Context: an optimization exercise on an open-source flow, tuned for small area. The choices shown serve that exercise and are no tape-out recipe.
The RTL was checked by simulation tests, not by an equivalence proof against the original design.

`design/flow/flow/run.sh`:
```
#!/bin/bash
# Own layout flow:
#   1. the standard synthesis (standard.sh synth), unchanged;
#   2. its combinational cells remapped for area with yosys + ABC (four runs
#      with different ABC seeds, the smallest kept); every flip-flop instance
#      is kept as the standard synthesis made it;
#   3. the standard layout (standard.sh) from the remapped netlist, with
#      buf_1 port buffers and a clock tree of clkbuf_4 (root clkbuf_8) without dummy loads.
# Each tool writes its full output to a log file in this folder.
set -euo pipefail
W=$(pwd)
R=$W/orfs/results/$FLOW_PLATFORM/rd_dds/base
LIB=$FLOW_HOME/platforms/$FLOW_PLATFORM/lib/sky130_fd_sc_hd__tt_025C_1v80.lib
YOSYS=$FLOW_HOME/../tools/install/yosys/bin/yosys

bash standard.sh synth > 1_standard_synth.log 2>&1
cp "$R/1_2_yosys.v" "$W/1_2_yosys_standard.v"

# liberty of the combinational cells the standard netlist uses (read as logic)
CELLS=$(grep -oE 'sky130_fd_sc_hd__[a-z0-9_]+' "$W/1_2_yosys_standard.v" | sort -u |
        grep -vE '__(df|edf|sdf|dl|sdl|conb)' || true)
python3 flow/libsub.py "$LIB" $CELLS > "$W/comb.lib"
# liberty ABC maps to: plain combinational cells only
python3 flow/libsub.py "$LIB" --map > "$W/map.lib"

for s in 1 2 3 4; do
  mkdir -p "$W/remap$s"
  sed -e "s#@S@#$s#g" flow/area.abc > "$W/remap$s/area.abc"
  sed -e "s#@LIB@#$LIB#g" -e "s#@W@#$W#g" -e "s#@D@#$W/remap$s#g" flow/reopt.ys > "$W/remap$s/reopt.ys"
  "$YOSYS" -s "$W/remap$s/reopt.ys" > "2_yosys_remap$s.log" 2>&1 &
done
wait
best=""; best_area=""
for s in 1 2 3 4; do
  a=$(awk '/Chip area/ {print $NF}' "$W/remap$s/after.txt" 2>/dev/null || true)
  [[ -n "$a" && -f "$W/remap$s/1_2_yosys.v" ]] || continue
  if [[ -z "$best" ]] || awk -v a="$a" -v b="$best_area" 'BEGIN{exit !(a < b)}'; then
    best=$s; best_area=$a
  fi
done
echo "remap runs: best $best, area $best_area" > 2_remap_choice.log
cp "$W/remap$best/1_2_yosys.v" "$R/1_2_yosys.v"

export BUFFER_PORTS_ARGS="-buffer_cell sky130_fd_sc_hd__buf_1"
export CTS_ARGS="-sink_clustering_enable -repair_clock_nets -dont_use_dummy_load -buf_list sky130_fd_sc_hd__clkbuf_4 -root_buf sky130_fd_sc_hd__clkbuf_8 -sink_clustering_size 20"
bash standard.sh > 3_standard_layout.log 2>&1
```
`design/flow/flow/area.abc`:
```
strash
&get -n
&deepsyn -T 150 -S @S@
&put
dc2
dch -f
amap -m
topo
```
`design/flow/flow/libsub.py`:
```
#!/usr/bin/env python3
# libsub.py LIB CELL... : the liberty LIB with only the named cells.
# libsub.py LIB --map   : the liberty LIB with only plain combinational cells
#                         (no flip-flops, latches, clock, delay, tie, power or
#                         multi-output cells) for ABC to map to.
import re, sys
src = open(sys.argv[1]).read()
head = re.compile(r'\n\s*cell\s*\(\s*"?(\w+)"?\s*\)\s*\{')
m0 = head.search(src)
out = [src[:m0.start()]]
pos = m0.start()
skip = re.compile(r'__(df|edf|sdf|dl|sdl|conb|clk|dly|lpflow|probe|ebuf|einv|macro|decap|fill|tap|diode|fa_|ha_|fah|mux4)')
while True:
    m = head.search(src, pos)
    if not m:
        break
    depth, j = 0, m.end() - 1
    while True:
        c = src[j]
        if c == '{':
            depth += 1
        elif c == '}':
            depth -= 1
            if depth == 0:
                break
        j += 1
    name, body = m.group(1), src[m.start():j + 1]
    if sys.argv[2] == '--map':
        keep = not skip.search(name) and 'ff (' not in body and 'latch (' not in body \
            and body.count('direction : output') + body.count('direction : "output"') == 1
    else:
        keep = name in sys.argv[2:]
    if keep:
        out.append(body)
    pos = j + 1
out.append('\n}\n')
sys.stdout.write(''.join(out))
```
`design/flow/flow/reopt.ys`:
```
# Remap the combinational cells of the standard netlist for area; the
# flip-flops stay black boxes, so their instances and names are unchanged.
read_liberty -lib @LIB@
read_liberty -overwrite @W@/comb.lib
read_verilog @W@/1_2_yosys_standard.v
hierarchy -check -top rd_dds
flatten
opt_clean -purge
tee -o @D@/before.txt stat -liberty @LIB@
abc -liberty @W@/map.lib -script @D@/area.abc
# the mapped cells as black boxes again, with their port directions
read_liberty -lib -overwrite @LIB@
opt_clean -purge
hilomap -singleton -hicell sky130_fd_sc_hd__conb_1 HI -locell sky130_fd_sc_hd__conb_1 LO
opt_clean -purge
tee -o @D@/after.txt stat -liberty @LIB@
check -assert -mapped
write_verilog -noattr -nohex -nodec @D@/1_2_yosys.v
```
`design/flow/standard.sh`:
```
#!/bin/bash
# synth_recipe.tcl (not shown) runs the flow's synth.tcl, then flattens the netlist and writes it again
# the make line also repeats each setting of config.mk as NAME=value (left out here)
make -C /OpenROAD-flow-scripts/flow DESIGN_CONFIG=/design/flow/config.mk WORK_HOME=/design/flow/orfs CLKGATE_MAP_FILE= SYNTH_SCRIPT=/design/flow/synth_recipe.tcl "${@:-finish}"
```
`design/flow/config.mk`:
```
export PLATFORM = sky130hd
export DESIGN_NAME = rd_dds
export DESIGN_NICKNAME = rd_dds
export VERILOG_FILES = /design/flow/design.v
export SDC_FILE = /design/flow/constraint.sdc
export NUM_CORES = 4
export LEC_CHECK = 0
export CAP_MARGIN = 20
export CORE_MARGIN = 2
export CORE_UTILIZATION = 40
export PLACE_DENSITY = 0.6
export SLEW_MARGIN = 20
```
`design/flow/constraint.sdc`:
```
create_clock -name core_clock -period 10.0 [get_ports {clk}]
set_input_delay 2.0000 -clock core_clock [delete_from_list [all_inputs] [get_ports {clk}]]
set_output_delay 2.0000 -clock core_clock [all_outputs]
set_load 0.01 [all_outputs]
```
`design/flow/design.v`:
```
module rd_dds_sine (
  input  wire [6:0] idx,
  output wire [6:0] amp
);
  wire new_n15, new_n16, new_n17, new_n18, new_n19, new_n20, new_n21,
    new_n22, new_n23, new_n24, new_n25, new_n26, new_n27, new_n28, new_n30,
    new_n31, new_n32, new_n33, new_n34, new_n35, new_n36, new_n37, new_n38,
    new_n39, new_n40, new_n41, new_n42, new_n43, new_n44, new_n45, new_n46,
    new_n47, new_n48, new_n49, new_n50, new_n51, new_n52, new_n53, new_n54,
    new_n55, new_n56, new_n57, new_n58, new_n59, new_n60, new_n61, new_n62,
    new_n63, new_n64, new_n65, new_n66, new_n67, new_n68, new_n69, new_n70,
    new_n71, new_n72, new_n73, new_n75, new_n76, new_n77, new_n78, new_n79,
    new_n80, new_n81, new_n82, new_n83, new_n84, new_n85, new_n86, new_n87,
    new_n88, new_n89, new_n90, new_n91, new_n92, new_n93, new_n94, new_n95,
    new_n96, new_n97, new_n98, new_n99, new_n100, new_n101, new_n102,
    new_n103, new_n104, new_n105, new_n107, new_n108, new_n109, new_n110,
    new_n111, new_n112, new_n113, new_n114, new_n115, new_n117, new_n118,
    new_n120, new_n121, new_n122, new_n123, new_n124, new_n125, new_n126,
    new_n127, new_n128, new_n129, new_n131, new_n132, new_n133, new_n134,
    new_n135, new_n136;
  assign new_n15 = idx[3] & idx[4];
  assign new_n16 = ~idx[3] & ~idx[5];
  assign new_n17 = ~new_n15 & ~new_n16;
  assign new_n18 = idx[4] & ~idx[5];
  assign new_n19 = idx[2] & new_n18;
  assign new_n20 = ~new_n17 & ~new_n19;
  assign new_n21 = idx[1] & idx[2];
  assign new_n22 = idx[0] & idx[1];
  assign new_n23 = ~idx[2] & ~idx[4];
  assign new_n24 = ~new_n22 & new_n23;
  assign new_n25 = ~new_n21 & ~new_n24;
  assign new_n26 = new_n20 & ~new_n25;
  assign new_n27 = ~idx[0] & ~idx[1];
  assign new_n28 = new_n26 & new_n27;
  assign amp[6] = ~idx[6] | new_n28;
  assign new_n30 = idx[3] & ~idx[4];
  assign new_n31 = ~idx[3] & idx[4];
  assign new_n32 = ~new_n30 & ~new_n31;
  assign new_n33 = idx[1] & ~new_n32;
  assign new_n34 = new_n20 & new_n33;
  assign new_n35 = ~new_n26 & ~new_n34;
  assign new_n36 = ~new_n22 & ~new_n27;
  assign new_n37 = idx[2] & idx[5];
  assign new_n38 = ~new_n30 & new_n37;
  assign new_n39 = idx[3] & idx[5];
  assign new_n40 = ~new_n23 & new_n39;
  assign new_n41 = ~new_n38 & new_n40;
  assign new_n42 = new_n36 & new_n41;
  assign new_n43 = ~idx[2] & ~new_n22;
  assign new_n44 = ~new_n21 & ~new_n32;
  assign new_n45 = ~new_n43 & new_n44;
  assign new_n46 = ~new_n42 & ~new_n45;
  assign new_n47 = new_n35 & new_n46;
  assign new_n48 = ~idx[0] & idx[2];
  assign new_n49 = ~idx[1] & ~idx[2];
  assign new_n50 = ~new_n48 & ~new_n49;
  assign new_n51 = ~idx[5] & ~new_n50;
  assign new_n52 = ~new_n39 & ~new_n51;
  assign new_n53 = new_n24 & new_n52;
  assign new_n54 = new_n47 & new_n53;
  assign new_n55 = idx[1] & ~idx[4];
  assign new_n56 = ~new_n37 & new_n55;
  assign new_n57 = idx[4] & new_n17;
  assign new_n58 = new_n48 & new_n57;
  assign new_n59 = ~idx[0] & idx[5];
  assign new_n60 = ~new_n55 & new_n59;
  assign new_n61 = idx[2] & idx[3];
  assign new_n62 = ~idx[0] & ~new_n61;
  assign new_n63 = ~idx[1] & idx[4];
  assign new_n64 = ~new_n62 & ~new_n63;
  assign new_n65 = ~new_n60 & new_n64;
  assign new_n66 = ~new_n58 & ~new_n65;
  assign new_n67 = ~new_n56 & ~new_n66;
  assign new_n68 = ~idx[0] & ~new_n33;
  assign new_n69 = new_n20 & ~new_n68;
  assign new_n70 = ~new_n67 & ~new_n69;
  assign new_n71 = ~new_n54 & new_n70;
  assign new_n72 = ~amp[6] & new_n71;
  assign new_n73 = amp[6] & ~new_n71;
  assign amp[0] = new_n72 | new_n73;
  assign new_n75 = idx[0] & new_n61;
  assign new_n76 = ~new_n62 & ~new_n75;
  assign new_n77 = ~idx[1] & ~new_n15;
  assign new_n78 = ~new_n76 & new_n77;
  assign new_n79 = idx[0] & ~idx[4];
  assign new_n80 = idx[1] & ~new_n79;
  assign new_n81 = new_n16 & ~new_n23;
  assign new_n82 = ~new_n80 & new_n81;
  assign new_n83 = ~idx[3] & ~new_n82;
  assign new_n84 = ~new_n47 & new_n83;
  assign new_n85 = idx[1] & ~new_n61;
  assign new_n86 = ~new_n84 & new_n85;
  assign new_n87 = ~new_n78 & ~new_n86;
  assign new_n88 = ~idx[5] & ~new_n87;
  assign new_n89 = ~new_n15 & new_n36;
  assign new_n90 = new_n15 & ~new_n49;
  assign new_n91 = ~idx[5] & ~new_n90;
  assign new_n92 = idx[3] & new_n59;
  assign new_n93 = ~new_n38 & ~new_n92;
  assign new_n94 = ~new_n91 & new_n93;
  assign new_n95 = ~new_n89 & new_n94;
  assign new_n96 = new_n57 & new_n95;
  assign new_n97 = ~idx[1] & new_n39;
  assign new_n98 = ~new_n78 & new_n97;
  assign new_n99 = ~new_n33 & ~new_n38;
  assign new_n100 = new_n89 & ~new_n99;
  assign new_n101 = ~new_n98 & ~new_n100;
  assign new_n102 = ~new_n96 & new_n101;
  assign new_n103 = ~new_n88 & new_n102;
  assign new_n104 = ~amp[6] & new_n103;
  assign new_n105 = amp[6] & ~new_n103;
  assign amp[1] = ~new_n104 & ~new_n105;
  assign new_n107 = ~idx[4] & ~new_n22;
  assign new_n108 = new_n52 & new_n107;
  assign new_n109 = ~new_n21 & ~new_n61;
  assign new_n110 = new_n60 & ~new_n109;
  assign new_n111 = ~new_n82 & ~new_n110;
  assign new_n112 = ~new_n95 & new_n111;
  assign new_n113 = ~new_n108 & new_n112;
  assign new_n114 = ~amp[6] & ~new_n113;
  assign new_n115 = amp[6] & new_n113;
  assign amp[2] = ~new_n114 & ~new_n115;
  assign new_n117 = amp[6] & ~new_n47;
  assign new_n118 = ~amp[6] & new_n47;
  assign amp[3] = ~new_n117 & ~new_n118;
  assign new_n120 = ~new_n56 & ~new_n107;
  assign new_n121 = idx[5] & ~new_n120;
  assign new_n122 = ~idx[3] & ~new_n21;
  assign new_n123 = idx[3] & ~new_n43;
  assign new_n124 = ~new_n122 & ~new_n123;
  assign new_n125 = new_n18 & ~new_n49;
  assign new_n126 = ~new_n124 & ~new_n125;
  assign new_n127 = ~new_n121 & new_n126;
  assign new_n128 = amp[6] & ~new_n127;
  assign new_n129 = ~amp[6] & new_n127;
  assign amp[4] = new_n128 | new_n129;
  assign new_n131 = idx[4] & ~new_n122;
  assign new_n132 = ~idx[5] & ~new_n123;
  assign new_n133 = ~new_n131 & ~new_n132;
  assign new_n134 = ~new_n18 & ~new_n133;
  assign new_n135 = amp[6] & new_n134;
  assign new_n136 = ~amp[6] & ~new_n134;
  assign amp[5] = ~new_n135 & ~new_n136;
endmodule
module rd_dds_sine34 (
  input  wire [6:0] idx,
  output wire [6:0] amp
);
  wire new_n15, new_n16, new_n17, new_n18, new_n19, new_n20, new_n21,
    new_n22, new_n23, new_n24, new_n25, new_n26, new_n27, new_n28, new_n29,
    new_n30, new_n31, new_n32, new_n33, new_n34, new_n35, new_n36, new_n37,
    new_n38, new_n39, new_n40, new_n41, new_n42, new_n43, new_n44, new_n45,
    new_n46, new_n47, new_n48, new_n49, new_n50, new_n51, new_n52, new_n54,
    new_n55, new_n56, new_n57, new_n58, new_n59, new_n60, new_n61, new_n62,
    new_n63, new_n64, new_n65, new_n66, new_n67, new_n68, new_n69, new_n70,
    new_n71, new_n72, new_n73, new_n74, new_n75, new_n76, new_n77, new_n78,
    new_n79, new_n80, new_n81, new_n83, new_n84, new_n85, new_n86, new_n87,
    new_n88, new_n89, new_n90, new_n91, new_n92, new_n93, new_n94, new_n95,
    new_n96, new_n97, new_n98, new_n100, new_n101, new_n103, new_n104,
    new_n105, new_n106, new_n107, new_n108, new_n109, new_n110, new_n111,
    new_n112, new_n113, new_n114, new_n115, new_n116, new_n117, new_n118,
    new_n119, new_n120, new_n121, new_n122, new_n123, new_n124, new_n125,
    new_n126, new_n127, new_n128, new_n129, new_n130, new_n131, new_n132,
    new_n133, new_n135, new_n136, new_n137, new_n138, new_n139, new_n140,
    new_n141, new_n142, new_n143, new_n144, new_n145, new_n147, new_n148,
    new_n149, new_n150;
  assign new_n15 = idx[3] & ~idx[4];
  assign new_n16 = ~idx[2] & ~idx[5];
  assign new_n17 = idx[1] & new_n16;
  assign new_n18 = ~new_n15 & new_n17;
  assign new_n19 = ~idx[3] & idx[4];
  assign new_n20 = ~idx[2] & ~new_n19;
  assign new_n21 = idx[5] & ~new_n19;
  assign new_n22 = idx[1] & ~new_n21;
  assign new_n23 = ~new_n20 & ~new_n22;
  assign new_n24 = ~new_n18 & ~new_n23;
  assign new_n25 = ~idx[0] & ~new_n24;
  assign new_n26 = idx[4] & idx[5];
  assign new_n27 = ~new_n19 & ~new_n26;
  assign new_n28 = ~idx[1] & ~idx[2];
  assign new_n29 = ~idx[5] & ~new_n28;
  assign new_n30 = ~idx[3] & ~idx[4];
  assign new_n31 = ~new_n29 & new_n30;
  assign new_n32 = idx[2] & idx[5];
  assign new_n33 = idx[3] & idx[4];
  assign new_n34 = ~new_n26 & ~new_n33;
  assign new_n35 = ~new_n32 & ~new_n34;
  assign new_n36 = ~new_n31 & ~new_n35;
  assign new_n37 = ~idx[4] & ~idx[5];
  assign new_n38 = idx[2] & new_n37;
  assign new_n39 = idx[4] & new_n28;
  assign new_n40 = ~new_n38 & ~new_n39;
  assign new_n41 = new_n36 & new_n40;
  assign new_n42 = ~new_n27 & ~new_n41;
  assign new_n43 = ~idx[3] & idx[5];
  assign new_n44 = ~idx[1] & new_n43;
  assign new_n45 = ~new_n38 & ~new_n44;
  assign new_n46 = ~new_n42 & new_n45;
  assign new_n47 = idx[3] & new_n22;
  assign new_n48 = idx[1] & idx[2];
  assign new_n49 = new_n15 & new_n48;
  assign new_n50 = idx[0] & ~new_n49;
  assign new_n51 = ~new_n47 & new_n50;
  assign new_n52 = new_n46 & new_n51;
  assign amp[0] = new_n25 | new_n52;
  assign new_n54 = ~idx[6] & amp[0];
  assign new_n55 = idx[0] & ~idx[2];
  assign new_n56 = new_n33 & new_n55;
  assign new_n57 = idx[0] & idx[2];
  assign new_n58 = ~idx[1] & new_n19;
  assign new_n59 = new_n57 & new_n58;
  assign new_n60 = ~new_n56 & ~new_n59;
  assign new_n61 = ~idx[5] & ~new_n60;
  assign new_n62 = idx[2] & ~idx[3];
  assign new_n63 = ~new_n27 & ~new_n62;
  assign new_n64 = new_n37 & new_n62;
  assign new_n65 = ~new_n17 & ~new_n64;
  assign new_n66 = ~new_n63 & new_n65;
  assign new_n67 = ~idx[0] & ~new_n66;
  assign new_n68 = ~idx[4] & new_n57;
  assign new_n69 = ~new_n48 & ~new_n68;
  assign new_n70 = idx[0] & ~new_n43;
  assign new_n71 = ~new_n33 & ~new_n70;
  assign new_n72 = ~new_n69 & new_n71;
  assign new_n73 = idx[1] & ~idx[2];
  assign new_n74 = idx[5] & ~new_n73;
  assign new_n75 = new_n15 & ~new_n29;
  assign new_n76 = ~new_n74 & new_n75;
  assign new_n77 = ~new_n72 & ~new_n76;
  assign new_n78 = ~new_n67 & new_n77;
  assign new_n79 = ~new_n61 & new_n78;
  assign new_n80 = new_n54 & ~new_n79;
  assign new_n81 = ~new_n54 & new_n79;
  assign amp[1] = ~new_n80 & ~new_n81;
  assign new_n83 = idx[0] & idx[1];
  assign new_n84 = ~idx[2] & new_n30;
  assign new_n85 = ~new_n83 & new_n84;
  assign new_n86 = new_n33 & new_n48;
  assign new_n87 = ~idx[6] & ~new_n86;
  assign new_n88 = ~new_n85 & new_n87;
  assign new_n89 = ~new_n26 & ~new_n37;
  assign new_n90 = ~new_n15 & ~new_n19;
  assign new_n91 = ~new_n89 & new_n90;
  assign new_n92 = idx[0] & new_n91;
  assign new_n93 = idx[6] & ~new_n92;
  assign new_n94 = ~new_n88 & ~new_n93;
  assign new_n95 = idx[1] & new_n38;
  assign new_n96 = idx[0] & new_n95;
  assign new_n97 = ~new_n39 & new_n91;
  assign new_n98 = ~new_n96 & new_n97;
  assign amp[5] = new_n94 | new_n98;
  assign new_n100 = ~new_n89 & ~amp[5];
  assign new_n101 = new_n88 & ~new_n100;
  assign amp[6] = ~idx[6] & ~new_n98;
  assign new_n103 = ~idx[3] & new_n28;
  assign new_n104 = ~amp[6] & ~new_n103;
  assign new_n105 = new_n100 & new_n104;
  assign new_n106 = ~new_n101 & ~new_n105;
  assign new_n107 = amp[1] & ~new_n106;
  assign new_n108 = new_n80 & new_n106;
  assign new_n109 = ~idx[0] & ~idx[1];
  assign new_n110 = new_n27 & ~new_n37;
  assign new_n111 = new_n109 & ~new_n110;
  assign new_n112 = ~idx[4] & new_n55;
  assign new_n113 = idx[4] & new_n57;
  assign new_n114 = ~new_n112 & ~new_n113;
  assign new_n115 = ~new_n111 & new_n114;
  assign new_n116 = ~idx[6] & ~new_n115;
  assign new_n117 = ~new_n108 & new_n116;
  assign new_n118 = ~new_n107 & new_n117;
  assign new_n119 = ~new_n30 & new_n32;
  assign new_n120 = ~new_n111 & new_n119;
  assign new_n121 = ~new_n32 & new_n109;
  assign new_n122 = ~new_n27 & new_n121;
  assign new_n123 = ~idx[3] & new_n109;
  assign new_n124 = new_n16 & ~new_n33;
  assign new_n125 = ~new_n123 & new_n124;
  assign new_n126 = ~new_n122 & ~new_n125;
  assign new_n127 = ~new_n120 & new_n126;
  assign new_n128 = idx[6] & ~new_n127;
  assign new_n129 = ~new_n118 & ~new_n127;
  assign new_n130 = new_n28 & ~new_n110;
  assign new_n131 = ~new_n96 & ~new_n130;
  assign new_n132 = new_n88 & new_n131;
  assign new_n133 = ~new_n129 & new_n132;
  assign amp[3] = new_n128 | new_n133;
  assign new_n135 = ~new_n41 & amp[3];
  assign new_n136 = new_n36 & ~new_n95;
  assign new_n137 = ~amp[3] & new_n136;
  assign new_n138 = ~idx[2] & idx[3];
  assign new_n139 = new_n109 & new_n138;
  assign new_n140 = ~idx[3] & new_n46;
  assign new_n141 = idx[5] & new_n83;
  assign new_n142 = ~new_n140 & new_n141;
  assign new_n143 = ~new_n139 & ~new_n142;
  assign new_n144 = ~new_n137 & new_n143;
  assign new_n145 = ~new_n135 & new_n144;
  assign amp[2] = ~new_n118 & ~new_n145;
  assign new_n147 = new_n127 & new_n131;
  assign new_n148 = ~new_n62 & ~new_n138;
  assign new_n149 = ~new_n128 & new_n148;
  assign new_n150 = ~new_n147 & new_n149;
  assign amp[4] = ~new_n106 | new_n150;
endmodule
module rd_dds_steps (
  input  wire [4:0] code,
  output reg  [7:0] step_a,
  output reg  [7:0] step_b,
  output reg        has_next,   
  output reg  [4:0] next_code
);
  always @(*) begin
    has_next  = 1'b0;
    next_code = code;
    case (code)
      5'd0: begin step_a = 8'd86; step_b = 8'd60; end
      5'd1: begin step_a = 8'd77; step_b = 8'd45; end
      5'd2: begin step_a = 8'd86; step_b = 8'd45; end
      5'd3: begin step_a = 8'd95; step_b = 8'd45; end
      5'd4: begin step_a = 8'd77; step_b = 8'd49; end
      5'd5: begin step_a = 8'd86; step_b = 8'd49; end
      5'd6: begin step_a = 8'd95; step_b = 8'd49; end
      5'd7: begin step_a = 8'd77; step_b = 8'd55; end
      5'd8: begin step_a = 8'd86; step_b = 8'd55; end
      5'd9: begin step_a = 8'd95; step_b = 8'd55; end
      5'd10: begin step_a = 8'd77; step_b = 8'd60; end
      5'd11: begin step_a = 8'd95; step_b = 8'd60; end
      5'd12: begin step_a = 8'd96; step_b = 8'd83; end
      5'd13: begin step_a = 8'd58; step_b = 8'd45; end
      5'd14: begin step_a = 8'd70; step_b = 8'd45; end
      5'd15: begin step_a = 8'd70; step_b = 8'd58; end
      5'd16: begin step_a = 8'd83; step_b = 8'd45; end
      5'd17: begin step_a = 8'd83; step_b = 8'd58; end
      5'd18: begin step_a = 8'd83; step_b = 8'd70; end
      5'd19: begin step_a = 8'd96; step_b = 8'd45; end
      5'd20: begin step_a = 8'd96; step_b = 8'd58; end
      5'd21: begin step_a = 8'd96; step_b = 8'd70; end
      5'd22: begin step_a = 8'd109; step_b = 8'd70; end
      5'd23: begin step_a = 8'd109; step_b = 8'd96; end
      5'd24: begin step_a = 8'd166; step_b = 8'd0; end
      5'd25: begin step_a = 8'd64; step_b = 8'd0; end
      5'd26: begin step_a = 8'd32; step_b = 8'd0; end
      5'd27: begin step_a = 8'd33; step_b = 8'd0; has_next = 1'b1; next_code = 5'd29; end
      5'd28: begin step_a = 8'd50; step_b = 8'd0; has_next = 1'b1; next_code = 5'd31; end
      5'd29: begin step_a = 8'd42; step_b = 8'd0; has_next = 1'b1; next_code = 5'd30; end
      5'd30: begin step_a = 8'd50; step_b = 8'd0; end
      5'd31: begin step_a = 8'd33; step_b = 8'd0; end
    endcase
  end
endmodule
module rd_dds_engine (
  input  wire        clk,
  input  wire        rst,
  input  wire [31:0] cmd,
  input  wire        cmd_valid,
  output wire        cmd_ready,
  input  wire        tick,
  output wire [7:0]  sample,
  output wire        out_en,
  output wire        busy
);
  reg [9:0]  ph_a, ph_b;
  reg        ph_zero;
  reg [4:0]  code;
  reg [19:0] rem;
  reg        hb;
  wire active = |rem;
  assign busy      = active;
  assign out_en    = active;
  assign cmd_ready = ~active;
  wire       cmd_take = cmd_valid & ~active;
  wire       cmd_init = cmd_take & (cmd == 32'h1000_0000);
  wire       cmd_tone = cmd_take & (cmd[31:21] == 11'b0010_0000_000);
  wire [4:0] sym      = cmd[20:16];
  wire [19:0] tone_len = (sym[4:3] == 2'b11 && sym[2:0] >= 3'd5) ? 20'd0 :
                         (sym[4:3] == 2'b11 && sym[2:0] >= 3'd3) ? 20'd32 :
                         {cmd[15:0], 4'b0000};
  wire       do_tick = tick & active;
  wire [7:0] step_a, step_b;
  wire       has_next;
  wire [4:0] next_code;
  rd_dds_steps u_steps (.code(code), .step_a(step_a), .step_b(step_b),
                        .has_next(has_next), .next_code(next_code));
  wire       restart = ph_zero & do_tick;
  wire [9:0] base_a  = restart ? 10'd4 : ph_a;
  wire [9:0] base_b  = restart ? 10'd4 : ph_b;
  wire [9:0] ph_a_n  = base_a + {2'b00, step_a & {8{do_tick}}};
  wire [9:0] ph_b_n  = base_b + {2'b00, step_b & {8{do_tick}}};
  wire       last = (rem == 20'd1);
  wire [19:0] rem_dec = rem - 20'd1;
  wire [19:0] rem_run = do_tick ? (rem_dec | {14'd0, last & has_next, 5'd0}) : rem;
  always @(posedge clk) begin
    if (rst) begin
      ph_zero <= 1'b1;
      rem     <= 20'd0;
    end else begin
      rem     <= rem_run | (cmd_tone ? tone_len : 20'd0);
      if (cmd_init)
        ph_zero <= 1'b1;
      if (cmd_tone)
        code    <= sym;
      if (do_tick) begin
        ph_zero <= 1'b0;
        hb      <= (step_b != 8'd0);
        if (last)
          code  <= next_code;
      end
    end
  end
  always @(posedge clk) begin
    ph_a <= ph_a_n;
    ph_b <= ph_b_n;
  end
  wire [6:0] amp_a, amp_b;
  rd_dds_sine   u_sine_a (.idx(ph_a[9:3]), .amp(amp_a));
  rd_dds_sine34 u_sine_b (.idx(ph_b[9:3]), .amp(amp_b));
  assign sample = {1'b0, amp_a} + {1'b0, amp_b & {7{hb}}};
endmodule
module rd_dds_decoder (
  input  wire       clk,
  input  wire       rst,
  input  wire       dial_active,
  input  wire       pulse,
  input  wire       db_release,
  input  wire       sf_inhibit,
  input  wire [1:0] map_policy,
  output wire [4:0] digit,
  output wire       digit_valid,
  output wire       sf_arm,
  output wire       sf_cancel
);
  reg       dialing;
  reg       dialing_q;    
  reg [3:0] count;
  reg [3:0] dig;
  reg       db_lock;
  reg       pulse_q;
  reg       pulse_cancel;   
  assign digit = {dig[3] & dig[2], dig};
  assign sf_arm      = dialing & ~dialing_q;
  assign digit_valid = dialing_q & ~dialing & ~(dig[3] & dig[2]);
  assign sf_cancel   = pulse_cancel | (dialing_q & ~dialing);
  wire       lock_1  = db_lock & ~db_release;                  
  wire       ev_dials = dial_active & ~dialing;                
  wire       dialing_1 = dialing | dial_active;
  wire [3:0] count_1 = ev_dials ? 4'd0 : count;
  wire       ev_pulse = pulse & ~pulse_q & ~lock_1;            
  wire       counted = ev_pulse & dialing_1 & ~sf_inhibit & (count_1 != 4'd11);
  wire [3:0] count_2 = count_1 + {3'b000, counted};
  wire       ev_diale = ~dial_active & dialing;                
  reg  [3:0] d;
  always @(*) begin
    if (count_2 == 4'd0 || count_2 == 4'd11) d = 4'hF;
    else case (map_policy)
      2'd1:    d = (count_2 == 4'd10) ? 4'd0 : 4'd10 - count_2;   
      2'd2:    d = count_2 - 4'd1;                                
      default: d = (count_2 == 4'd10) ? 4'd0 : count_2;           
    endcase
  end
  always @(posedge clk) begin
    if (rst) begin
      dialing     <= 1'b0;
      count       <= 4'd0;
      dig         <= 4'hF;
      db_lock     <= 1'b0;
      pulse_q     <= 1'b1;
      dialing_q   <= 1'b0;
      pulse_cancel <= 1'b0;
    end else begin
      dialing     <= dial_active;
      count       <= count_2;
      db_lock     <= lock_1 | ev_pulse;
      pulse_q     <= pulse;
      dialing_q   <= dialing;
      pulse_cancel <= ev_pulse & dialing_1;
      if (ev_diale)
        dig       <= d;
    end
  end
endmodule
module rd_dds (
  input  wire        clk,
  input  wire        rst,           
  input  wire [31:0] cmd,
  input  wire        cmd_valid,
  output wire        cmd_ready,
  input  wire        tick,
  input  wire        dial_active,
  input  wire        pulse,
  input  wire        db_release,
  input  wire        sf_inhibit,
  input  wire [1:0]  map_policy,
  output wire [7:0]  sample,
  output wire        out_en,
  output wire        busy,
  output wire [4:0]  digit,
  output wire        digit_valid,
  output wire        sf_arm,
  output wire        sf_cancel
);
  rd_dds_engine u_engine (
    .clk(clk), .rst(rst),
    .cmd(cmd), .cmd_valid(cmd_valid), .cmd_ready(cmd_ready),
    .tick(tick),
    .sample(sample), .out_en(out_en), .busy(busy)
  );
  rd_dds_decoder u_decoder (
    .clk(clk), .rst(rst),
    .dial_active(dial_active), .pulse(pulse), .db_release(db_release),
    .sf_inhibit(sf_inhibit), .map_policy(map_policy),
    .digit(digit), .digit_valid(digit_valid),
    .sf_arm(sf_arm), .sf_cancel(sf_cancel)
  );
endmodule
```
==> results.txt, run 1 <==
- The run finished with no timing, DRC or antenna violations.
- The die covers 11400 µm².
- In the final design database the tool counted between 700 and 800 nets.
- For this design, the sink count on the clock tree is 60.
- The source of the worst hold timing path is u_engine.ph_a[9]$_DFF_P_.
- The final wirelength is between 10000 and 15000 µm.
- In the final routed layout, each cell accounts on average for approximately 13 µm.
- The critical setup path kind is flip-flop to output pin.
- Pin placement for this block handled 61 I/O pins.
- The initial standard-cell utilization of the core is about two fifths.
- The total congestion overflow after global routing is 0.
- In this design, the stage delay of the slowest critical-path cell is 0.46 ns.
- The worst setup path is launched from a flip-flop.
- The post-synthesis average cell area is between 6 and 7 µm².
- The maximum number of pins on one net before global-route repair is 33.
- At the pin with the least slew margin, the transition time is 1.04 ns.
- In the routed design, unresolved DRC markers number 0.
- The post-layout minimum cycle time is 7.44 ns.
- Max-cap violations in this run came to 0.
- The floorplan has 37 rows.
- Setup repair after global routing left no endpoint under its margin.
- The tree is rooted in a sky130_fd_sc_hd__clkbuf_8.
- The CTS tree is yes.
- Detailed routing placed a total of between 600 and 700 µm of wire on met3.
- On the critical path the largest part of the delay comes from simple AND/OR/NAND/NOR gates.
- The leading cell type in the layout, fill and taps excluded is sky130_fd_sc_hd__nor2_1.
- The final core area utilization is 46.2%.
- The critical path runs through a total of 30 cells.
- The number of buffers added for setup after CTS is 0.
- Across the routed clock network, the largest skew measured is roughly 0.03 ns.
- The via density per instance is 5.61.
- The width of the chip is 107 µm.
- Setup violations remaining at the end of the flow were counted as 0.
- The endpoint class of the critical path is an output pin.
- The number of global-route vias before repair was 4478.
- The period utilization is around three quarters.
- The number of warnings issued by yosys is 3.
- The initial antenna violation count is 0.
- At the worst endpoint, the arrival time is 5.44 ns.
- The peak clock frequency supported by timing is 134 MHz.
- The library cells used most frequently in the layout, excluding fill and tap cells, are 189 x sky130_fd_sc_hd__nor2_1, 72 x sky130_fd_sc_hd__inv_1, 71 x sky130_fd_sc_hd__o21ai_0, 68 x sky130_fd_sc_hd__nand2_1, 60 x sky130_fd_sc_hd__buf_1.
- Across all register-to-register paths, the minimum setup slack is 3.02 ns.
- The number of gates resized after CTS was 0.
- The largest fanout on the critical path is 10.
- The later pin in the worst-skew pair is clocked with a latency of 0.36 ns.
- The number of cells on the worst reg-to-reg path is 38.
- The detail route stage leaves a number of antenna-violating nets equal to 0.
- The summed negative setup slack over all endpoints is 0 ns.
- The synthesized netlist occupies a cell area of around 4200 µm².
- The worst hold path class is flip-flop to flip-flop.
- In the post-route analysis, the smallest setup slack over all paths is between 2 and 3 ns.
- The number of filler cells placed in the layout is 1074.
- Synthesis produced 673 cells.
- Synthesis produced a netlist with a net count of between 700 and 800.
- The slowest stage cell on the critical path is sky130_fd_sc_hd__dfxtp_1.
- The count of final hold-check violations is 0.
- The detailed router placed 4935 vias in this run.
- The max-slew violation count is 0.
- The worst slew margin relative to its limit is 30.6%.
- The startpoint of the lowest-slack register-to-register path is u_engine.rem[4]$_SDFF_PP0_.
- The core region is 10300 µm².
- The worst slack after detailed placement is 2.79 ns.
- The area growth from synthesis to layout is 12.4%.
- The repair_antennas step left the layout with diodes totalling 0.
- The detailed router finished its first iteration with 435 violations.
- The ratio of cells with drive above 1 in the final layout is 1.35%.
- The wire length of the first global-routing pass is 19600 µm.
- Clock-pin slew was measured on the worst setup and hold paths at roughly 0.070 ns.
- Summed over all nets, the half-perimeter wirelength after detailed placement is 9170 µm.
- The height of the chip is 107 µm.
- Buffers inserted during clock tree synthesis total 9.
- The worst reg2reg path endpoint is u_engine.ph_a[9]$_DFF_P_.
- The combined global-route utilization of all metal layers is 21.2%.
- The combined area of the multi-input logic cells is 2710 µm².
- For this block, wires on met1 add up to a little over 5000 µm.
- The detailed router used layers up to and including met4.
- The CTS H-tree depth is 3.
- The final weighted congestion in routability-driven placement is 0.888.
- The clock passes through at most 2 buffers.
- The worst path required time is 8.00 ns.
- Hold is met by 0.450 ns.
- The pre-antenna-repair detailed-routing pass consisted of 6 iterations.
- The number of hold-repair buffers added at the cts stage is 0.
- The last element of the critical path is sample[6].
- The area taken by flip-flops and latches is 1260 µm².
- Detailed routing placed a total of between 5000 and 6000 µm of wire on met2.
- Together, buffers and inverters on the worst path number 3.
- The source of the critical timing path is u_engine.ph_b[7]$_DFF_P_.
- In this design, the critical path's most frequently occurring cell is sky130_fd_sc_hd__nor2_1.
- The count of buffers from port buffering is 60.
flip-flops by register name, summed over array words and instances, names as in the netlist:
register	flops
u_engine.ph_b	10
u_decoder.dig	4
u_decoder.dialing	1
u_engine.rem	20
u_engine.ph_zero	1
u_decoder.count	4
u_decoder.db_lock	1
u_engine.ph_a	10
u_decoder.pulse_cancel	1
u_engine.code	5
u_decoder.pulse_q	1
u_engine.hb	1
u_decoder.dialing_q	1
worst reg2reg max path: cells and delay by family, from the launching register on:
family | cells | cell delay, ns
DFF | 1 | 0.31
AOI/OAI and AO/OA | 14 | 2.25
and+or+nand+nor | 24 | 4.35
worst min path at each step:
stage | to | slack (ns) | cells past startpoint
after floorplan | u_engine.ph_a[9]$_DFF_P_ | 0.42 | 1
after global placement | u_engine.ph_a[9]$_DFF_P_ | 0.44 | 1
after detailed placement | u_engine.ph_a[9]$_DFF_P_ | 0.44 | 1
after CTS | u_engine.ph_a[9]$_DFF_P_ | 0.45 | 1
after global routing | u_engine.ph_a[9]$_DFF_P_ | 0.48 | 1
final | u_engine.ph_a[9]$_DFF_P_ | 0.45 | 1
cell type report:
class | count | area share [%]
Multi-Input combinational cell | 541 | 56.8
Sequential cell | 60 | 26.4
Inverter | 72 | 5.67
Timing Repair Buffer | 61 | 4.88
Tap cell | 136 | 3.57
Clock buffer | 9 | 2.60
metal layers:
metal  track usage (%)  vias to the layer above
li1                  -                     2521
met1              24.7                     2215
met2              37.5                      167
met3              4.19                       32
met4              9.55                        0
met5                 0                        -
stage by stage:
step	cells	instance area, µm²
2_1_floorplan	673	4240
3_3_place_gp	870	4650
3_5_place_dp	870	4650
4_1_cts	879	4770
5_1_grt	879	4770
6_report	879	4770
==> inputs of run 2 (changes only) <==
--- a/design/flow/flow/run.sh
+++ b/design/flow/flow/run.sh
@@ -1,11 +1,11 @@
 #!/bin/bash
 # Own layout flow:
 #   1. the standard synthesis (standard.sh synth), unchanged;
-#   2. its combinational cells remapped for area with yosys + ABC (four runs
-#      with different ABC seeds, the smallest kept); every flip-flop instance
+#   2. its combinational cells remapped for area with yosys + ABC (four runs of four
+#      rounds of ABC deepsyn with different seeds, the smallest kept); every flip-flop instance
 #      is kept as the standard synthesis made it;
 #   3. the standard layout (standard.sh) from the remapped netlist, with
-#      buf_1 port buffers and a clock tree of clkbuf_4 (root clkbuf_8) without dummy loads.
+#      buf_1 port buffers and a clock tree of clkbuf_4 without dummy loads.
 # Each tool writes its full output to a log file in this folder.
 set -euo pipefail
 W=$(pwd)
@@ -25,7 +25,7 @@
 
 for s in 1 2 3 4; do
   mkdir -p "$W/remap$s"
-  sed -e "s#@S@#$s#g" flow/area.abc > "$W/remap$s/area.abc"
+  sed -e "s#@S@#$s#g" -e "s#@S1@#$((s + 10))#g" -e "s#@S2@#$((s + 20))#g" -e "s#@S3@#$((s + 30))#g" flow/area.abc > "$W/remap$s/area.abc"
   sed -e "s#@LIB@#$LIB#g" -e "s#@W@#$W#g" -e "s#@D@#$W/remap$s#g" flow/reopt.ys > "$W/remap$s/reopt.ys"
   "$YOSYS" -s "$W/remap$s/reopt.ys" > "2_yosys_remap$s.log" 2>&1 &
 done
@@ -42,5 +42,5 @@
 cp "$W/remap$best/1_2_yosys.v" "$R/1_2_yosys.v"
 
 export BUFFER_PORTS_ARGS="-buffer_cell sky130_fd_sc_hd__buf_1"
-export CTS_ARGS="-sink_clustering_enable -repair_clock_nets -dont_use_dummy_load -buf_list sky130_fd_sc_hd__clkbuf_4 -root_buf sky130_fd_sc_hd__clkbuf_8 -sink_clustering_size 20"
+export CTS_ARGS="-sink_clustering_enable -repair_clock_nets -dont_use_dummy_load -buf_list sky130_fd_sc_hd__clkbuf_4 -root_buf sky130_fd_sc_hd__clkbuf_4"
 bash standard.sh > 3_standard_layout.log 2>&1
==> design/flow/flow/area.abc (replaced) <==
strash
&get -n
&deepsyn -T 120 -S @S@
&put
dc2
dch -f
amap -m
strash
&get -n
&deepsyn -T 60 -S @S1@
&put
dch -f
amap -m
strash
&get -n
&deepsyn -T 60 -S @S2@
&put
dch -f
amap -m
strash
&get -n
&deepsyn -T 60 -S @S3@
&put
dch -f
amap -m
topo
==> run 2 against run 1 <==
  * Still clean
  * Non-clock buffer count unchanged
  * Clock skew grew 0.0034 ns
  * Die area is 1.8% lower
  * Maximum frequency is 2.6% higher
  * First-iteration DRC count decreased by 19%
  * Hold slack better by 0.030 ns
  * Worst setup slack better by 0.19 ns
  * Synthesized cell count down 1.8%
  * Cell count fell by 1.4%
  * Register-to-register slack gained 0.77 ns
  * Wire length decreased by 3.0%
==> results.txt, run 2 <==
- The final setup violation count is 0 (unchanged).
- The number of global-route vias before repair came to 4312 (-3.7%).
- The via count came to 4835 (-2.0%).
- The net count after synthesis is 703 (-1.7%).
- The placement row count came to 37 (unchanged).
- The half-perimeter wire length of the detailed placement result is 9020 µm (-1.6%).
- The source of the worst hold timing path is u_engine.ph_b[0]$_DFF_P_.
- The clock edge transition at the registers on the reported setup and hold paths is 0.10 ns (+0.03 ns).
- The worst path required time is 8.00 ns (about the same).
- The maximum buffer depth of the clock tree came to 2 (unchanged).
- The flow ran to the end and the layout has no timing, DRC or antenna violations.
- The wire length of the first global-routing pass was 19300 µm (-1.5%).
- The post-cts gate resize count is 0 (unchanged).
- The kind of start point of the critical path is a flip-flop.
- The number of buffers created by CTS was 9 (unchanged).
- The count of final hold-check violations is 0 (unchanged).
- The count of buffers from port buffering is 60 (unchanged).
- The largest fanout on the critical path was 12 (+2).
- The CTS H-tree depth is 3 (unchanged).
- The endpoint class of the critical path is an output pin.
- The buffer type at the clock tree root is sky130_fd_sc_hd__clkbuf_4.
- The die area is 11200 µm² (-1.8%).
- The synthesized instance count was 661 (-1.8%).
- The worst clock skew is 0.0342 ns (+0.00336 ns).
- The number of DRC markers after the initial detailed-route iteration is 353 (-19%).
- The initial standard-cell utilization of the core came to 40.7% (-0.39 points).
- The post-synthesis average cell area is 6.30 µm² (about the same).
- The height of the chip came to 106 µm (-0.88%).
- From synthesis to final layout, the design area changed by 11.3%.
- The final wirelength was 11500 µm (-3.0%).
- The library cells used most frequently in the layout, excluding fill and tap cells, are 183 x sky130_fd_sc_hd__nor2_1, 77 x sky130_fd_sc_hd__inv_1, 72 x sky130_fd_sc_hd__nand2_1, 60 x sky130_fd_sc_hd__buf_1, 57 x sky130_fd_sc_hd__a21oi_1.
- The number of buffers added for setup after CTS was 0 (unchanged).
- The maximum number of pins on one net before global-route repair was 33 (unchanged).
- The max-slew violation count is 0 (unchanged).
- The core area is 10200 µm² (-0.90%).
- The net total in the final layout is 775 (-1.5%).
- The number of flip-flops in the largest register is 20 (unchanged).
- The width of the chip is 106 µm (-0.88%).
- The count of maximum capacitance violations is 0 (unchanged).
- The worst register-to-register path begins at u_engine.rem[10]$_SDFF_PP0_.
- The via density per instance was 5.58 (-0.67%).
- The routed length per instance was 13.3 µm (-1.6%).
- Setup repair after global routing left no endpoint under its margin.
- The final weighted congestion in routability-driven placement came to 0.940 (+5.8%).
- The final core area utilization is 45.3% (-0.89 points).
- The final antenna-violating net count was 0 (unchanged).
- The critical setup path kind is flip-flop to output pin.
- The CTS tree is yes.
- The worst-skew pair later-pin latency is 0.42 ns (+0.06 ns).
- The period utilization was 72.5% (-1.9 points).
- The register containing the most flip-flops in the final layout is u_engine.rem.
- The number of primary I/O pins was 61 (unchanged).
- The total congestion overflow after global routing is 0 (unchanged).
- The number of remaining DRC errors was 0 (unchanged).
- The area of the mapped netlist was 4170 µm² (-1.8%).
- The initial antenna violation count was 0 (unchanged).
- The worst slew margin relative to its limit was 31.4% (+0.85 points).
- The post-layout minimum cycle time is 7.25 ns (-0.190 ns).
- The peak clock frequency supported by timing is 138 MHz (+2.6%).
- The ratio of cells with drive above 1 in the final layout is 1.37% (+0.022 points).
- The number of warnings issued by yosys is 3 (unchanged).
- The combined global-route utilization of all metal layers is 20.9% (-0.29 points).
- The arrival time of data at the critical path endpoint is 5.25 ns (-0.19 ns).
- The most critical setup path has its startpoint at u_engine.ph_b[6]$_DFF_P_.
- The number of iterations in the first detailed-routing pass came to 5 (-1).
- The leading cell type in the layout, fill and taps excluded is sky130_fd_sc_hd__nor2_1.
- The number of hold-repair buffers added at the cts stage came to 0 (unchanged).
- The min-delay analysis places its worst path in the category flip-flop to flip-flop.
- The count of inserted antenna diode cells is 0 (unchanged).
- The total clock sinks is 60 (unchanged).
- The slew at the pin closest to its max-slew limit came to 1.02 ns (-0.0128 ns).
- The largest registers in the layout are u_engine.rem x20, u_engine.ph_a x10, u_engine.ph_b x10.
- The summed negative setup slack over all endpoints is 0 ns (unchanged).
==> run 2: cell count changes in the layout (fill, tap and decap cells not counted), sizes merged, moves of 5 or more <==
cell    previous run  this run
o21a              16         7
a21oi             47        57
nor2             189       183
o21ai             71        56
a211oi             6         1
inv               72        77
==> run 2: final timing paths <==
kind,to,slack (ns),cells past startpoint
min reg2reg,u_engine.ph_b[0]$_DFF_P_,0.48,2
max reg2reg,u_engine.ph_b[9]$_DFF_P_,3.79,30
max,sample[6],2.75,27
min,u_engine.ph_b[0]$_DFF_P_,0.48,2
==> run 2: metrics by stage <==
step,instance area [µm²],std cells,hold WS (ns),setup slack (ns)
after floorplan,4170,661,0.429,3.99
after global placement,4570,858,0.452,3.38
after detailed placement,4570,858,0.464,3.21
after CTS,4640,867,0.479,2.75
after global routing,4640,867,0.518,2.04
final,4640,867,0.480,2.75
==> run 2: layer usage <==
layer	share of wire [%]	routed length (µm)	vias up	global-route usage (%)
met1	45	5230	2117	26.9
met3	7.4	852	37	4.23
met5	0	0	-	0
li1	-	-	2463	-
met4	2.6	299	0	8.36
met2	45	5120	218	34.4
==> run 2: final cells by class <==
type	instances	area, µm²
fill	1072	5600
multi-input combinational	524	2620
sequential	60	1260
inverter	77	289
timing repair buffer	61	233
tap	136	170
clock buffer	9	67.6
==> run 2: worst max-delay path, cell delays in order, from the launching register on <==
cell and delay (ns):
sky130_fd_sc_hd__dfxtp_1 0.54, sky130_fd_sc_hd__inv_1 0.26, sky130_fd_sc_hd__nand2_1 0.17, sky130_fd_sc_hd__o22ai_1 0.10, sky130_fd_sc_hd__o21ai_0 0.26, sky130_fd_sc_hd__o21ai_0 0.13, sky130_fd_sc_hd__a31oi_1 0.30, sky130_fd_sc_hd__o311ai_0 0.24
sky130_fd_sc_hd__o22ai_1 0.18, sky130_fd_sc_hd__o21ai_0 0.09, sky130_fd_sc_hd__o311ai_0 0.13, sky130_fd_sc_hd__nor2b_1 0.26, sky130_fd_sc_hd__nor2_1 0.07, sky130_fd_sc_hd__a21oi_1 0.12, sky130_fd_sc_hd__nor2_1 0.07, sky130_fd_sc_hd__nor2_1 0.10
sky130_fd_sc_hd__o22ai_1 0.10, sky130_fd_sc_hd__o32a_1 0.29, sky130_fd_sc_hd__o21ai_0 0.21, sky130_fd_sc_hd__nor2_1 0.09, sky130_fd_sc_hd__a21oi_1 0.17, sky130_fd_sc_hd__nor2_1 0.07, sky130_fd_sc_hd__a21oi_1 0.20, sky130_fd_sc_hd__o22ai_1 0.14
sky130_fd_sc_hd__o22ai_1 0.24, sky130_fd_sc_hd__nand2_1 0.08, sky130_fd_sc_hd__o21ai_0 0.08, sky130_fd_sc_hd__buf_1 0.16
==> inputs of run 3 (changes only) <==
--- a/design/flow/flow/run.sh
+++ b/design/flow/flow/run.sh
@@ -1,11 +1,11 @@
 #!/bin/bash
 # Own layout flow:
 #   1. the standard synthesis (standard.sh synth), unchanged;
-#   2. its combinational cells remapped for area with yosys + ABC (four runs of four
+#   2. its combinational cells remapped for area with yosys + ABC (four runs of eight
 #      rounds of ABC deepsyn with different seeds, the smallest kept); every flip-flop instance
 #      is kept as the standard synthesis made it;
 #   3. the standard layout (standard.sh) from the remapped netlist, with
-#      buf_1 port buffers and a clock tree of clkbuf_4 without dummy loads.
+#      buf_1 port buffers and a clock tree of clkbuf_2 (root clkbuf_4) without dummy loads.
 # Each tool writes its full output to a log file in this folder.
 set -euo pipefail
 W=$(pwd)
@@ -25,7 +25,7 @@
 
 for s in 1 2 3 4; do
   mkdir -p "$W/remap$s"
-  sed -e "s#@S@#$s#g" -e "s#@S1@#$((s + 10))#g" -e "s#@S2@#$((s + 20))#g" -e "s#@S3@#$((s + 30))#g" flow/area.abc > "$W/remap$s/area.abc"
+  sed -e "s#@S@#$s#g" -e "s#@S1@#$((s + 10))#g" -e "s#@S2@#$((s + 20))#g" -e "s#@S3@#$((s + 30))#g" -e "s#@S4@#$((s + 40))#g" -e "s#@S5@#$((s + 50))#g" -e "s#@S6@#$((s + 60))#g" -e "s#@S7@#$((s + 70))#g" flow/area.abc > "$W/remap$s/area.abc"
   sed -e "s#@LIB@#$LIB#g" -e "s#@W@#$W#g" -e "s#@D@#$W/remap$s#g" flow/reopt.ys > "$W/remap$s/reopt.ys"
   "$YOSYS" -s "$W/remap$s/reopt.ys" > "2_yosys_remap$s.log" 2>&1 &
 done
@@ -42,5 +42,5 @@
 cp "$W/remap$best/1_2_yosys.v" "$R/1_2_yosys.v"
 
 export BUFFER_PORTS_ARGS="-buffer_cell sky130_fd_sc_hd__buf_1"
-export CTS_ARGS="-sink_clustering_enable -repair_clock_nets -dont_use_dummy_load -buf_list sky130_fd_sc_hd__clkbuf_4 -root_buf sky130_fd_sc_hd__clkbuf_4"
+export CTS_ARGS="-sink_clustering_enable -repair_clock_nets -dont_use_dummy_load -buf_list sky130_fd_sc_hd__clkbuf_2 -root_buf sky130_fd_sc_hd__clkbuf_4"
 bash standard.sh > 3_standard_layout.log 2>&1
==> design/flow/flow/area.abc (replaced) <==
strash
&get -n
&deepsyn -T 120 -S @S@
&put
dc2
dch -f
amap -m
strash
&get -n
&deepsyn -T 40 -S @S1@
&put
dch -f
amap -m
strash
&get -n
&deepsyn -T 40 -S @S2@
&put
dch -f
amap -m
strash
&get -n
&deepsyn -T 40 -S @S3@
&put
dch -f
amap -m
strash
&get -n
&deepsyn -T 40 -S @S4@
&put
dch -f
amap -m
strash
&get -n
&deepsyn -T 40 -S @S5@
&put
dch -f
amap -m
strash
&get -n
&deepsyn -T 40 -S @S6@
&put
dch -f
amap -m
strash
&get -n
&deepsyn -T 40 -S @S7@
&put
dch -f
amap -m
topo
==> run 3 against run 2 <==
  * Still clean
  * Area after synthesis is 0.33% lower
  * Global-route usage is 0.41 points lower
  * Worst setup slack better by 0.26 ns
  * Core utilization is 0.14 points higher
  * Largest cell class unchanged
==> results.txt, run 3 <==
- The count of buffers from port buffering is 60 (unchanged).
- The final wirelength came to 11000 µm (-4.7%).
- The endpoint class of the critical path is an output pin.
- The largest fanout on the critical path was 11 (-1).
- The peak clock frequency supported by timing is 143 MHz (+3.7%).
- The startpoint of the lowest-slack register-to-register path is u_engine.rem[5]$_SDFF_PP0_.
- The worst slew margin relative to its limit is 33.5% (+2.1 points).
- The net total in the final layout is 766 (-1.2%).
- The worst clock skew was 0.0351 ns (+0.000929 ns).
- The core area is 10200 µm² (-0.45%).
- The register containing the most flip-flops in the final layout is u_engine.rem.
- The net count after synthesis came to 693 (-1.4%).
- The synthesized instance count is 651 (-1.5%).
- The final setup violation count is 0 (unchanged).
- The number of filler cells placed in the layout is 1099 (+2.5%).
- Leaving out fill and tap cells, the most frequent cells in the layout are 181 x sky130_fd_sc_hd__nor2_1, 66 x sky130_fd_sc_hd__inv_1, 63 x sky130_fd_sc_hd__nand2_1, 60 x sky130_fd_sc_hd__buf_1, 56 x sky130_fd_sc_hd__a21oi_1.
- The source of the worst hold timing path is u_engine.ph_a[9]$_DFF_P_.
- The total clock sinks is 60 (unchanged).
- The die area was 11200 µm² (-0.32%).
- The area of the mapped netlist was 4150 µm² (-0.33%).
- In this run the worst setup path begins at u_engine.ph_b[8]$_DFF_P_.
- The wire length of the first global-routing pass is 19000 µm (-1.4%).
- The initial standard-cell utilization of the core is 40.8% (+0.050 points).
- The post-layout minimum cycle time is 6.99 ns (-0.256 ns).
- The largest delay contributor family on the critical path is compound AO/OA/AOI/OAI gates.
- The number of iterations in the first detailed-routing pass is 5 (unchanged).
- The kind of start point of the critical path is a flip-flop.
- The count of maximum capacitance violations is 0 (unchanged).
- The total congestion overflow after global routing is 0 (unchanged).
- The combined global-route utilization of all metal layers is 20.5% (-0.41 points).
- The placement row count is 37 (unchanged).
- The half-perimeter wire length of the detailed placement result is 8570 µm (-5.0%).
- The number of buffers created by CTS is 9 (unchanged).
- The number of primary I/O pins came to 61 (unchanged).
- The count of final hold-check violations is 0 (unchanged).
- The cell seen most often among critical-path stages is sky130_fd_sc_hd__nor2_1.
- The slack of the worst reg-to-reg path is 4.89 ns (+1.10 ns).
- The CTS tree is yes.
- The routed length per instance was 12.8 µm (-3.7%).
- The maximum buffer depth of the clock tree is 2 (unchanged).
- The largest registers in the layout are u_engine.rem x20, u_engine.ph_a x10, u_engine.ph_b x10.
- The number of buffers added for setup after CTS is 0 (unchanged).
- The run finished with no timing, DRC or antenna violations.
- The area growth from synthesis to layout is 11.5%.
- The slew at the pin closest to its max-slew limit is 0.993 ns (-0.0313 ns).
- The worst path required time is 8.00 ns (about the same).
- The number of flip-flops in the largest register is 20 (unchanged).
- Setup repair after global routing left no endpoint under its margin.
- The maximum number of pins on one net before global-route repair came to 33 (unchanged).
- The via count is 4730 (-2.2%).
- The max-slew violation count is 0 (unchanged).
- The post-cts gate resize count was 0 (unchanged).
- The buffer type at the clock tree root is sky130_fd_sc_hd__clkbuf_4.
- The final weighted congestion in routability-driven placement is 0.894 (-4.9%).
- The post-synthesis average cell area is 6.38 µm² (+1.2%).
- The arrival time of data at the critical path endpoint is 4.99 ns (-0.26 ns).
- The tightest min-delay check is of the flip-flop to flip-flop type.
- The number of global-route vias before repair was 4360 (+1.1%).
- The number of remaining DRC errors was 0 (unchanged).
- The buffer and inverter count on the worst path is 3 (+1).
- The final hold slack is 0.480 ns (+0.000410 ns).
- The number of warnings issued by yosys is 3 (unchanged).
- The CTS H-tree depth is 3 (unchanged).
- The number of hold-repair buffers added at the cts stage came to 0 (unchanged).
- Walking the worst path, the cells encountered are inv_1 > nor2_1 > inv_1 > o22ai_1 > o21ai_0 > nor3_1 > nor2_1 > a2111oi_0 > a21oi_1 > or3_1 > o211ai_1 > nand2b_1 > a31oi_1 > o211ai_1 > a31oi_1 > nor2_1 > a21oi_1 > nor2_1 > nor2_1 > nor2_1 > nor2_1 > o22ai_1 > o21ai_0 > buf_1.
- On the critical path, the stage with the largest delay is an instance of sky130_fd_sc_hd__dfxtp_1.
- The summed negative setup slack over all endpoints is 0 ns (unchanged).
- The count of inserted antenna diode cells is 0 (unchanged).
- The clock edge transition at the registers on the reported setup and hold paths was 0.08 ns (-0.02 ns).
- The worst-skew pair later-pin latency came to 0.43 ns (about the same).
- The initial antenna violation count is 0 (unchanged).
- The number of DRC markers after the initial detailed-route iteration is 358 (+1.4%).
- The period utilization is 69.9% (-2.6 points).
- The height of the chip is 106 µm (-0.16%).
- The ratio of cells with drive above 1 in the final layout is 1.52% (+0.16 points).
- The delay of the slowest critical-path stage is 0.54 ns (about the same).
- The via density per instance is 5.51 (-1.1%).
- The critical setup path kind is flip-flop to output pin.
- The final antenna-violating net count is 0 (unchanged).
- The width of the chip is 106 µm (-0.16%).
- Leaving out fill and tap cells, the most frequent cell in the layout is sky130_fd_sc_hd__nor2_1.
run 3: final cells by class:
| type | instances | area, µm² | share of cell area, % |
|---|---|---|---|
| flip-flops and latches | 60 | 1260 | 27.2 |
| repair buffers | 62 | 240 | 5.19 |
| clock buffers | 9 | 67.6 | 1.46 |
| multi-input cells | 525 | 2640 | 57.1 |
| inverters | 66 | 248 | 5.35 |
| well taps | 136 | 170 | 3.68 |
run 3: worst paths after layout:
path                                    to  depth (start not counted)
setup / recovery                 sample[6]                         24
setup reg to reg  u_engine.ph_b[9]$_DFF_P_                         30
hold reg to reg   u_engine.ph_a[9]$_DFF_P_                          1
hold / removal    u_engine.ph_a[9]$_DFF_P_                          1
run 3: metal layers:
layer	share of wire [%]	GRT usage, %	vias up
li1	-	-	2445
met2	47	34.6	147
met1	46	25.6	2111
met5	0	0	-
met4	2.1	8.83	0
met3	5.0	3.90	27
run 3: worst register-to-register path, delay by kind of cell, from the launching register on:
| family | cells | cell delay (ns) |
|---|---|---|
| and+or+nand+nor | 19 | 3.00 |
| DFF | 1 | 0.33 |
| buffers and inverters | 4 | 0.58 |
| AOI/OAI and AO/OA | 7 | 1.08 |
run 3: stage by stage:
step | utilization [%] | area [µm²] | std cells | setup slack [ns]
after floorplan | - | 4150 | 651 | 4.10
after global placement | 44.8 | 4560 | 849 | 3.73
after detailed placement | 44.8 | 4560 | 849 | 3.56
after CTS | 45.5 | 4630 | 858 | 3.10
after global routing | 45.5 | 4630 | 858 | 2.36
final | 45.5 | 4630 | 858 | 3.01

-- port drivers added, routing unchanged --
In the flow no input, the clock included, has a driving cell. The finished layouts below were timed again as built, in two steps.
Step 1 sets driving cells, clkbuf_16 on the clock port and buf_2 on the other inputs (assumed; they add their load-dependent delay and slew).
Step 2 moves the port delays by t, midway between the first and last clock arrival at a register: inputs arrive t later, outputs are due t later. That takes back most of the time a late clock gives input paths.
Slacks: ideal ports / drivers / drivers and shift; pairs: ideal ports / drivers.
run	shift t [ns]	slack for setup (ns)	worst slew at a driven data input, ns	cell pins on the clock port's net
run 1	0.377	2.564 / 2.531 / 2.701	0.04	1
run 2	0.430	2.755 / 2.726 / 3.156	0.03	1
run 3	0.439	3.010 / 2.982 / 3.421	0.03	1
After both steps every run listed still meets setup and hold.
